What follows belongs to an exercise in optimizing a design on an open flow for small area, a short achievable clock period and few clock cycles per item; a production flow would make more cautious choices. RTL that was checked went through simulation tests only; none was proved equivalent to the original. No activity file was given, so power comes from the tool's default toggle rates.

==> inputs of job 3246 <==
==> flow/design.v <==
module qsearch_mb (
    input  wire        clk,
    input  wire        rst,         
    input  wire        in_valid,
    output wire        in_ready,
    input  wire [15:0] in_coef,     
    input  wire        in_mode,     
    output wire        out_valid,
    input  wire        out_ready,
    output wire [3:0]  out_qno,     
    output wire        out_fit,     
    output wire [11:0] out_cost,    
    output wire [11:0] out_cls      
);
    reg         stall;             
    reg         v0;
    reg  [15:0] c0;
    reg         m0;
    assign in_ready = !stall;
    always @(posedge clk) begin
        v0 <= in_valid && !stall && !rst;
        c0 <= in_coef;
        m0 <= in_mode;
    end
    reg  [5:0]  cnt;               
    reg  [2:0]  blk;
    reg         bmode;
    reg         g11, g23, g35;     
    reg  [2:0]  ucat [0:12];       
    reg         dc1;               
    reg         f1;                
    reg         e1;                
    reg  [2:0]  blke;              
    reg         eob2;              
    localparam [16*13-1:0] ROWS = {
        16'h5544,    
        16'h5443,    
        16'h2111,    
        16'h1111,    
        16'h4433,    
        16'h4332,    
        16'h3322,    
        16'h3221,    
        16'h2211,    
        16'h2110,    
        16'h1100,    
        16'h1000,    
        16'h0000     
    };
    wire [15:0] mag  = c0[15] ? (16'd0 - c0) : c0;
    wire        ac0  = v0 && (cnt != 6'd0);
    wire        md   = (cnt == 6'd0) ? m0 : bmode;
    wire [1:0]  zone = md ? cnt[1:0] : cnt[5:4];
    function [2:0] cat_of(input [15:0] m, input [2:0] s);
        reg [15:0] a;
        begin
            a = m >> s;
            if (a > 16'd255)     cat_of = 3'd5;
            else if (a > 16'd3)  cat_of = 3'd4;
            else                 cat_of = {1'b0, a[1:0]};
        end
    endfunction
    wire [2:0]  cat_s [0:5];
    genvar sg;
    generate
        for (sg = 0; sg < 6; sg = sg + 1) begin : shs
            assign cat_s[sg] = cat_of(mag, sg);
        end
    endgenerate
    integer k;
    always @(posedge clk) begin
        if (rst) begin
            cnt  <= 6'd0;
            blk  <= 3'd0;
            e1   <= 1'b0;
            eob2 <= 1'b0;
        end else begin
            if (v0) begin
                cnt <= cnt + 6'd1;
                if (cnt == 6'd63) blk <= (blk == 3'd5) ? 3'd0 : blk + 3'd1;
            end
            e1   <= v0 && (cnt == 6'd63);
            eob2 <= e1;
        end
        if (v0 && cnt == 6'd0) bmode <= m0;
        if (v0 && cnt == 6'd1) begin
            g11 <= mag > 16'd11;
            g23 <= mag > 16'd23;
            g35 <= mag > 16'd35;
        end else if (ac0) begin
            g11 <= g11 | (mag > 16'd11);
            g23 <= g23 | (mag > 16'd23);
            g35 <= g35 | (mag > 16'd35);
        end
        if (v0 && cnt == 6'd63) blke <= blk;
        for (k = 0; k < 13; k = k + 1)
            ucat[k] <= ac0 ? cat_s[ROWS[16*k + 4*zone +: 3]] : 3'd7;
        dc1   <= v0 && (cnt == 6'd0);
        f1    <= v0 && (cnt == 6'd1);
    end
    wire [6:0]  u_acc [0:12];
    wire        u_ovf [0:12];
    genvar u;
    generate
        for (u = 0; u < 13; u = u + 1) begin : unit
            reg  [6:0] acc;
            reg  [1:0] run;        
            reg        ovf;        
            reg  [2:0] c;
            reg  [4:0] tok;
            reg  [1:0] run_n;
            reg        bad;
            wire [6:0] base = f1 ? 7'd31 : acc;
            wire       ovfb = !f1 && ovf;
            wire [7:0] sum = {1'b0, base} + {3'd0, tok};
            always @(*) begin
                c     = ucat[u];
                tok   = 5'd0;
                run_n = 2'd0;
                bad   = 1'b0;
                case (c)
                    3'd0: run_n = (run == 2'd3) ? 2'd3 : run + 2'd1;
                    3'd1: case (run)
                              2'd0: tok = 5'd3;  2'd1: tok = 5'd5;
                              2'd2: tok = 5'd6;  default: tok = 5'd16;
                          endcase
                    3'd2: case (run)
                              2'd0: tok = 5'd4;  2'd1: tok = 5'd11;
                              default: tok = 5'd17;
                          endcase
                    3'd3: case (run)
                              2'd0: tok = 5'd5;  2'd1: tok = 5'd12;
                              default: tok = 5'd18;
                          endcase
                    3'd4: case (run)
                              2'd0: tok = 5'd16; 2'd1: tok = 5'd23;
                              default: tok = 5'd29;
                          endcase
                    3'd5: bad = 1'b1;
                    default: run_n = run;
                endcase
            end
            always @(posedge clk) begin
                acc <= sum[6:0];
                run <= dc1 ? 2'd0 : run_n;
                ovf <= ovfb | sum[7] | bad;
            end
            assign u_acc[u] = acc;
            assign u_ovf[u] = ovf;
        end
    endgenerate
    localparam [4*9-1:0] CQ = {4'd1, 4'd3, 4'd5, 4'd7, 4'd9, 4'd11, 4'd13, 4'd14, 4'd15};
    localparam [4*9-1:0] CN = {4'd8, 4'd7, 4'd6, 4'd5, 4'd4, 4'd3, 4'd2, 4'd1, 4'd0};
    localparam [4*9-1:0] CC = {4'd12, 4'd11, 4'd8, 4'd7, 4'd6, 4'd5, 4'd4, 4'd10, 4'd9};
    reg  [9:0]  tot [0:8];
    reg  [8:0]  fit;
    reg  [11:0] cls;
    reg         pend;              
    wire [1:0]  bcls   = g35 ? 2'd3 : g23 ? 2'd2 : g11 ? 2'd1 : 2'd0;
    wire        chroma = blke[2];
    wire        first  = (blke == 3'd0);
    genvar n;
    generate
        for (n = 0; n < 9; n = n + 1) begin : cand
            wire [6:0] a  = g35 ? u_acc[CC[4*n +: 4]] : u_acc[CN[4*n +: 4]];
            wire       o  = g35 ? u_ovf[CC[4*n +: 4]] : u_ovf[CN[4*n +: 4]];
            wire       ok = !o && !(chroma && a[6] && a[5]);
            always @(posedge clk) begin
                if (eob2) begin
                    tot[n] <= (first ? 10'd862 : tot[n]) + {3'd0, a};
                    fit[n] <= (first || fit[n]) && ok;
                end
            end
        end
    endgenerate
    reg         ov;
    reg  [3:0]  r_qno;
    reg         r_fit;
    reg  [9:0]  r_cost;
    reg  [3:0]  s_qno;
    reg  [9:0]  s_cost;
    integer j;
    always @(*) begin
        s_qno  = 4'd0;
        s_cost = 10'd0;
        for (j = 8; j >= 0; j = j - 1)
            if (fit[j]) begin
                s_qno  = CQ[4*j +: 4];
                s_cost = tot[j];
            end
    end
    always @(posedge clk) begin
        if (eob2) cls[2*blke +: 2] <= bcls;
        if (pend && !ov) begin
            r_qno  <= s_qno;
            r_fit  <= |fit;
            r_cost <= s_cost;
        end
        if (rst) begin
            pend  <= 1'b0;
            ov    <= 1'b0;
            stall <= 1'b0;
        end else begin
            if (eob2 && blke == 3'd5) pend <= 1'b1;
            else if (!ov)             pend <= 1'b0;
            ov    <= ov ? !out_ready : pend;
            stall <= (pend || ov) && (blk == 3'd0) && (cnt[5:2] == 4'b1111);
        end
    end
    assign out_valid = ov;
    assign out_qno   = r_qno;
    assign out_fit   = r_fit;
    assign out_cost  = {2'd0, r_cost};
    assign out_cls   = cls;
endmodule
==> flow/run.sh <==
#!/bin/bash
# synth_recipe.tcl (not shown) runs the flow's synth.tcl, then flattens the netlist and writes it again
# the make line also repeats each setting of config.mk as NAME=value (left out here)
make -C /OpenROAD-flow-scripts/flow DESIGN_CONFIG=/design/flow/config.mk WORK_HOME=/design/flow/orfs CLKGATE_MAP_FILE= SYNTH_SCRIPT=/design/flow/synth_recipe.tcl finish
==> flow/config.mk <==
export PLATFORM = sky130hd
export DESIGN_NAME = qsearch_mb
export DESIGN_NICKNAME = qsearch_mb
export VERILOG_FILES = /design/flow/design.v
export SDC_FILE = /design/flow/constraint.sdc
export NUM_CORES = 4
export LEC_CHECK = 0
export CAP_MARGIN = 80
export CORE_MARGIN = 2
export CORE_UTILIZATION = 25
export SLEW_MARGIN = 90
export SYNTH_MEMORY_MAX_BITS = 8192
==> flow/constraint.sdc <==
create_clock -name core_clock -period 12.5 [get_ports {clk}]
set_input_delay 2.5000 -clock core_clock [delete_from_list [all_inputs] [get_ports {clk}]]
set_output_delay 2.5000 -clock core_clock [all_outputs]
set_load 0.01 [all_outputs]
==> job 9345 (differences from job 3246) <==
==> flow/flow/run.sh (new file) <==
#!/bin/bash
# Standard layout, with the port buffers made of plain buffers
# (sky130_fd_sc_hd__buf_2) instead of the delay buffers buffer_ports picks.
set -euo pipefail
echo 'export BUFFER_PORTS_ARGS = -buffer_cell sky130_fd_sc_hd__buf_2' >> "$FLOW_CONFIG"
bash standard.sh > standard.log 2>&1
==> flow/standard.sh (new file) <==
#!/bin/bash
# synth_recipe.tcl (not shown) runs the flow's synth.tcl, then flattens the netlist and writes it again
# the make line also repeats each setting of config.mk as NAME=value (left out here)
make -C /OpenROAD-flow-scripts/flow DESIGN_CONFIG=/design/flow/config.mk WORK_HOME=/design/flow/orfs CLKGATE_MAP_FILE= SYNTH_SCRIPT=/design/flow/synth_recipe.tcl "${@:-finish}"
--- a/flow/config.mk
+++ b/flow/config.mk
@@ -7,6 +7,7 @@
 export LEC_CHECK = 0
-export CAP_MARGIN = 80
+export CAP_MARGIN = 50
 export CORE_MARGIN = 2
 export CORE_UTILIZATION = 25
-export SLEW_MARGIN = 90
+export SLEW_MARGIN = 70
 export SYNTH_MEMORY_MAX_BITS = 8192
+export BUFFER_PORTS_ARGS = -buffer_cell sky130_fd_sc_hd__buf_2
removed: flow/run.sh
==> job 9753 (differences from job 3246) <==
--- a/flow/design.v
+++ b/flow/design.v
@@ -14,3 +14,3 @@
 );
-    reg         stall;             
+    reg         rdy;               
     reg         v0;
@@ -18,5 +18,5 @@
     reg         m0;
-    assign in_ready = !stall;
+    assign in_ready = rdy;
     always @(posedge clk) begin
-        v0 <= in_valid && !stall && !rst;
+        v0 <= in_valid && rdy && !rst;
         c0 <= in_coef;
@@ -49,3 +49,4 @@
     };
-    wire [15:0] mag  = c0[15] ? (16'd0 - c0) : c0;
+    wire        neg  = c0[15];
+    wire [15:0] y    = c0 ^ {16{neg}};
     wire        ac0  = v0 && (cnt != 6'd0);
@@ -53,9 +54,13 @@
     wire [1:0]  zone = md ? cnt[1:0] : cnt[5:4];
-    function [2:0] cat_of(input [15:0] m, input [2:0] s);
-        reg [15:0] a;
+    function ge(input [15:0] yy, input nn, input [15:0] t);
+        ge = (yy >= t) || (nn && yy == t - 16'd1);
+    endfunction
+    function [2:0] cat_of(input [15:0] yy, input nn, input [2:0] s);
         begin
-            a = m >> s;
-            if (a > 16'd255)     cat_of = 3'd5;
-            else if (a > 16'd3)  cat_of = 3'd4;
-            else                 cat_of = {1'b0, a[1:0]};
+            if (ge(yy, nn, 16'd256 << s))     cat_of = 3'd5;
+            else if (ge(yy, nn, 16'd4 << s)) cat_of = 3'd4;
+            else if (ge(yy, nn, 16'd3 << s)) cat_of = 3'd3;
+            else if (ge(yy, nn, 16'd2 << s)) cat_of = 3'd2;
+            else if (ge(yy, nn, 16'd1 << s)) cat_of = 3'd1;
+            else                             cat_of = 3'd0;
         end
@@ -66,3 +71,3 @@
         for (sg = 0; sg < 6; sg = sg + 1) begin : shs
-            assign cat_s[sg] = cat_of(mag, sg);
+            assign cat_s[sg] = cat_of(y, neg, sg);
         end
@@ -86,9 +91,9 @@
         if (v0 && cnt == 6'd1) begin
-            g11 <= mag > 16'd11;
-            g23 <= mag > 16'd23;
-            g35 <= mag > 16'd35;
+            g11 <= ge(y, neg, 16'd12);
+            g23 <= ge(y, neg, 16'd24);
+            g35 <= ge(y, neg, 16'd36);
         end else if (ac0) begin
-            g11 <= g11 | (mag > 16'd11);
-            g23 <= g23 | (mag > 16'd23);
-            g35 <= g35 | (mag > 16'd35);
+            g11 <= g11 | ge(y, neg, 16'd12);
+            g23 <= g23 | ge(y, neg, 16'd24);
+            g35 <= g35 | ge(y, neg, 16'd36);
         end
@@ -114,3 +119,12 @@
             wire       ovfb = !f1 && ovf;
-            wire [7:0] sum = {1'b0, base} + {3'd0, tok};
+            wire [7:0] sum;
+            wire [5:0] cy;
+            assign cy[0] = 1'b0;
+            genvar b;
+            for (b = 0; b < 5; b = b + 1) begin : rc
+                assign sum[b]  = base[b] ^ tok[b] ^ cy[b];
+                assign cy[b+1] = (base[b] & tok[b]) | (cy[b] & (base[b] ^ tok[b]));
+            end
+            wire [2:0] hi1 = {1'b0, base[6:5]} + 3'd1;
+            assign sum[7:5] = cy[5] ? hi1 : {1'b0, base[6:5]};
             always @(*) begin
@@ -158,5 +172,10 @@
     reg         pend;              
+    reg         eob3;              
+    reg         sel35;             
     wire [1:0]  bcls   = g35 ? 2'd3 : g23 ? 2'd2 : g11 ? 2'd1 : 2'd0;
     wire        chroma = blke[2];
-    wire        first  = (blke == 3'd0);
+    reg         r1;                
+    reg         ofree;             
+    wire        cap    = pend && ofree;    
+    wire        tinit  = cap || r1;        
     genvar n;
@@ -164,9 +183,32 @@
         for (n = 0; n < 9; n = n + 1) begin : cand
-            wire [6:0] a  = g35 ? u_acc[CC[4*n +: 4]] : u_acc[CN[4*n +: 4]];
-            wire       o  = g35 ? u_ovf[CC[4*n +: 4]] : u_ovf[CN[4*n +: 4]];
-            wire       ok = !o && !(chroma && a[6] && a[5]);
+            wire [4:0] alo = g35 ? u_acc[CC[4*n +: 4]][4:0] : u_acc[CN[4*n +: 4]][4:0];
+            wire [1:0] ahi = sel35 ? u_acc[CC[4*n +: 4]][6:5] : u_acc[CN[4*n +: 4]][6:5];
+            wire       o   = sel35 ? u_ovf[CC[4*n +: 4]] : u_ovf[CN[4*n +: 4]];
+            wire       ok  = !o && !(chroma && ahi[1] && ahi[0]);
+            reg        cs;
+            wire [4:0] slo, shi;
+            wire [5:0] cl, ch;
+            wire [4:0] bhi = {3'd0, ahi};
+            assign cl[0] = 1'b0;
+            assign ch[0] = cs;
+            genvar b;
+            for (b = 0; b < 5; b = b + 1) begin : rc
+                assign slo[b]   = tot[n][b] ^ alo[b] ^ cl[b];
+                assign cl[b+1]  = (tot[n][b] & alo[b]) | (cl[b] & (tot[n][b] ^ alo[b]));
+                assign shi[b]   = tot[n][5+b] ^ bhi[b] ^ ch[b];
+                assign ch[b+1]  = (tot[n][5+b] & bhi[b]) | (ch[b] & (tot[n][5+b] ^ bhi[b]));
+            end
             always @(posedge clk) begin
-                if (eob2) begin
-                    tot[n] <= (first ? 10'd862 : tot[n]) + {3'd0, a};
-                    fit[n] <= (first || fit[n]) && ok;
+                if (tinit) begin
+                    tot[n] <= 10'd862;
+                    fit[n] <= 1'b1;
+                end else begin
+                    if (eob2) begin
+                        tot[n][4:0] <= slo;
+                        cs          <= cl[5];
+                    end
+                    if (eob3) begin
+                        tot[n][9:5] <= shi;
+                        fit[n]      <= fit[n] && ok;
+                    end
                 end
@@ -193,3 +235,6 @@
         if (eob2) cls[2*blke +: 2] <= bcls;
-        if (pend && !ov) begin
+        r1 <= rst;
+        eob3 <= eob2 && !rst;
+        if (eob2) sel35 <= g35;
+        if (cap) begin
             r_qno  <= s_qno;
@@ -201,8 +246,10 @@
             ov    <= 1'b0;
-            stall <= 1'b0;
+            ofree <= 1'b1;
+            rdy   <= 1'b1;
         end else begin
-            if (eob2 && blke == 3'd5) pend <= 1'b1;
-            else if (!ov)             pend <= 1'b0;
+            if (eob3 && blke == 3'd5) pend <= 1'b1;
+            else if (ofree)           pend <= 1'b0;
             ov    <= ov ? !out_ready : pend;
-            stall <= (pend || ov) && (blk == 3'd0) && (cnt[5:2] == 4'b1111);
+            ofree <= ofree ? !pend : out_ready;
+            rdy   <= !((pend || !ofree) && (blk == 3'd0) && (cnt[5:2] == 4'b1111));
         end
==> flow/flow/run.sh (new file) <==
#!/bin/bash
# Standard layout, with the port buffers made of plain buffers
# (sky130_fd_sc_hd__buf_2) instead of the delay buffers buffer_ports picks.
set -euo pipefail
echo 'export BUFFER_PORTS_ARGS = -buffer_cell sky130_fd_sc_hd__buf_2' >> "$FLOW_CONFIG"
bash standard.sh > standard.log 2>&1
==> flow/standard.sh (new file) <==
#!/bin/bash
# synth_recipe.tcl (not shown) runs the flow's synth.tcl, then flattens the netlist and writes it again
# the make line also repeats each setting of config.mk as NAME=value (left out here)
make -C /OpenROAD-flow-scripts/flow DESIGN_CONFIG=/design/flow/config.mk WORK_HOME=/design/flow/orfs CLKGATE_MAP_FILE= SYNTH_SCRIPT=/design/flow/synth_recipe.tcl "${@:-finish}"
--- a/flow/config.mk
+++ b/flow/config.mk
@@ -7,6 +7,7 @@
 export LEC_CHECK = 0
-export CAP_MARGIN = 80
+export CAP_MARGIN = 50
 export CORE_MARGIN = 2
-export CORE_UTILIZATION = 25
-export SLEW_MARGIN = 90
+export CORE_UTILIZATION = 40
+export SLEW_MARGIN = 70
 export SYNTH_MEMORY_MAX_BITS = 8192
+export BUFFER_PORTS_ARGS = -buffer_cell sky130_fd_sc_hd__buf_2
removed: flow/run.sh
==> job 8905 (differences from job 3246) <==
--- a/flow/config.mk
+++ b/flow/config.mk
@@ -7,6 +7,6 @@
 export LEC_CHECK = 0
-export CAP_MARGIN = 80
+export CAP_MARGIN = 50
 export CORE_MARGIN = 2
 export CORE_UTILIZATION = 25
-export SLEW_MARGIN = 90
+export SLEW_MARGIN = 70
 export SYNTH_MEMORY_MAX_BITS = 8192
==> impl_metrics.xml <==
<?xml version="1.0" encoding="UTF-8"?>
<metrics>
  <group name="clock_tree">
    <metric name="cts_inserted_buffers" unit="">40</metric>
  </group>
  <group name="yosys">
    <metric name="yosys-top-cells-count" unit="">sky130_fd_sc_hd__dfxtp_1, sky130_fd_sc_hd__inv_1, sky130_fd_sc_hd__nor2_1</metric>
    <metric name="avgSynthCellArea" unit="µm²">9.08</metric>
  </group>
  <group name="final_layout">
    <metric name="share_of_cell_area_taken_by_multi_input_logic_gates" unit="">0.522</metric>
    <metric name="fin_nets" unit="">2566</metric>
    <metric name="postLayoutCoreUtil" unit="">0.455</metric>
  </group>
  <group name="pwr">
    <metric name="p_int" unit="mW">2.21</metric>
    <metric name="total_power" unit="mW">3.08</metric>
  </group>
  <group name="critical_path">
    <metric name="crit_cells" unit="">1</metric>
  </group>
  <group name="drt">
    <metric name="detailroute.via_count" unit="">15700</metric>
  </group>
  <group name="floorplan">
    <metric name="die_x" unit="µm">233</metric>
  </group>
  <group name="global_routing">
    <metric name="grt_antenna_before_repair" unit="">0</metric>
    <metric name="number_of_global_route_vias_before_repair" unit="">15200</metric>
  </group>
  <group name="status">
    <metric name="run_status" unit="">complete, no violations</metric>
  </group>
</metrics>
[end of results for job 9753]
==> impl_metrics.xml <==
<?xml version="1.0" encoding="UTF-8"?>
<metrics>
  <group name="status">
    <metric name="run_status" unit="">complete, no violations</metric>
  </group>
  <group name="drt">
    <metric name="detailroute.via_count" unit="">17000</metric>
  </group>
  <group name="final_layout">
    <metric name="postLayoutCoreUtil" unit="">0.292</metric>
    <metric name="fin_nets" unit="">2715</metric>
  </group>
  <group name="yosys">
    <metric name="yosys-top-cells-count" unit="">sky130_fd_sc_hd__ha_1, sky130_fd_sc_hd__dfxtp_1, sky130_fd_sc_hd__nor2_1</metric>
  </group>
  <group name="clock_tree">
    <metric name="cts_inserted_buffers" unit="">39</metric>
  </group>
  <group name="pwr">
    <metric name="total_power" unit="mW">3.45</metric>
  </group>
</metrics>
[end of results for job 9345]
==> impl_metrics.xml <==
<?xml version="1.0" encoding="UTF-8"?>
<metrics>
  <group name="pwr">
    <metric name="p_int" unit="mW">2.47</metric>
    <metric name="total_power" unit="mW">3.48</metric>
  </group>
  <group name="drt">
    <metric name="detailroute.via_count" unit="">16800</metric>
  </group>
  <group name="final_layout">
    <metric name="share_of_cell_area_taken_by_multi_input_logic_gates" unit="">0.512</metric>
    <metric name="fin_nets" unit="">2710</metric>
  </group>
  <group name="yosys">
    <metric name="yosys-top-cells-count" unit="">sky130_fd_sc_hd__ha_1, sky130_fd_sc_hd__dfxtp_1, sky130_fd_sc_hd__nor2_1</metric>
  </group>
  <group name="status">
    <metric name="run_status" unit="">complete, no violations</metric>
  </group>
  <group name="global_routing">
    <metric name="number_of_global_route_vias_before_repair" unit="">16100</metric>
  </group>
</metrics>
[end of results for job 8905]
==> impl_metrics.xml <==
<?xml version="1.0" encoding="UTF-8"?>
<metrics>
  <group name="critical_path">
    <metric name="crit_cells" unit="">33</metric>
  </group>
  <group name="yosys">
    <metric name="yosys-top-cells-count" unit="">sky130_fd_sc_hd__ha_1, sky130_fd_sc_hd__dfxtp_1, sky130_fd_sc_hd__nor2_1</metric>
    <metric name="avgSynthCellArea" unit="µm²">9.15</metric>
  </group>
  <group name="final_layout">
    <metric name="postLayoutCoreUtil" unit="">0.482</metric>
    <metric name="share_of_cell_area_taken_by_multi_input_logic_gates" unit="">0.501</metric>
    <metric name="fin_nets" unit="">3801</metric>
  </group>
  <group name="floorplan">
    <metric name="die_x" unit="µm">301</metric>
  </group>
  <group name="status">
    <metric name="run_status" unit="">complete, no violations</metric>
  </group>
  <group name="pwr">
    <metric name="total_power" unit="mW">4.38</metric>
  </group>
  <group name="global_routing">
    <metric name="grt_antenna_before_repair" unit="">3</metric>
  </group>
  <group name="clock_tree">
    <metric name="cts_inserted_buffers" unit="">41</metric>
  </group>
</metrics>
[end of results for job 3246]
Testbench counts of job 9753, summed over its fixed seeds: cycles 49,200, mbs 128.
Function not checked in job 3246, job 9345 and job 8905: the RTL went through the layout flow alone.

-- separate check: timing with driven ports --
No port has a modelled driver above. Below, the same layouts with a new extraction and two added sets of constraints.
Step 1, drivers: a clkbuf_16 drives clk and a buf_2 each remaining input, both assumed.
Step 2, shift: input delay + t, output delay - t, t = (earliest + latest rising clock arrival at the registers) / 2. This alone moves slack from input paths to output paths.
a / b / c = no drivers / after step 1 / after step 2; a / b = the first two.
run | t (ns) | setup WS [ns] | hold WS [ns] | slew at the worst register clock pin (ns)
job 3246 | 0.665 | 0.595 / 0.595 / 0.595 | 0.449 / 0.449 / 0.449 | 0.07 / 0.07
job 9345 | 0.626 | 8.768 / 8.733 / 8.768 | 0.442 / 0.442 / 0.442 | 0.07 / 0.07
job 9753 | 0.613 | 8.860 / 8.803 / 9.221 | 0.439 / 0.439 / 0.439 | 0.07 / 0.07
job 8905 | 0.621 | 8.392 / 8.329 / 8.731 | 0.434 / 0.434 / 0.434 | 0.07 / 0.07
After both steps every run listed still meets setup and hold.
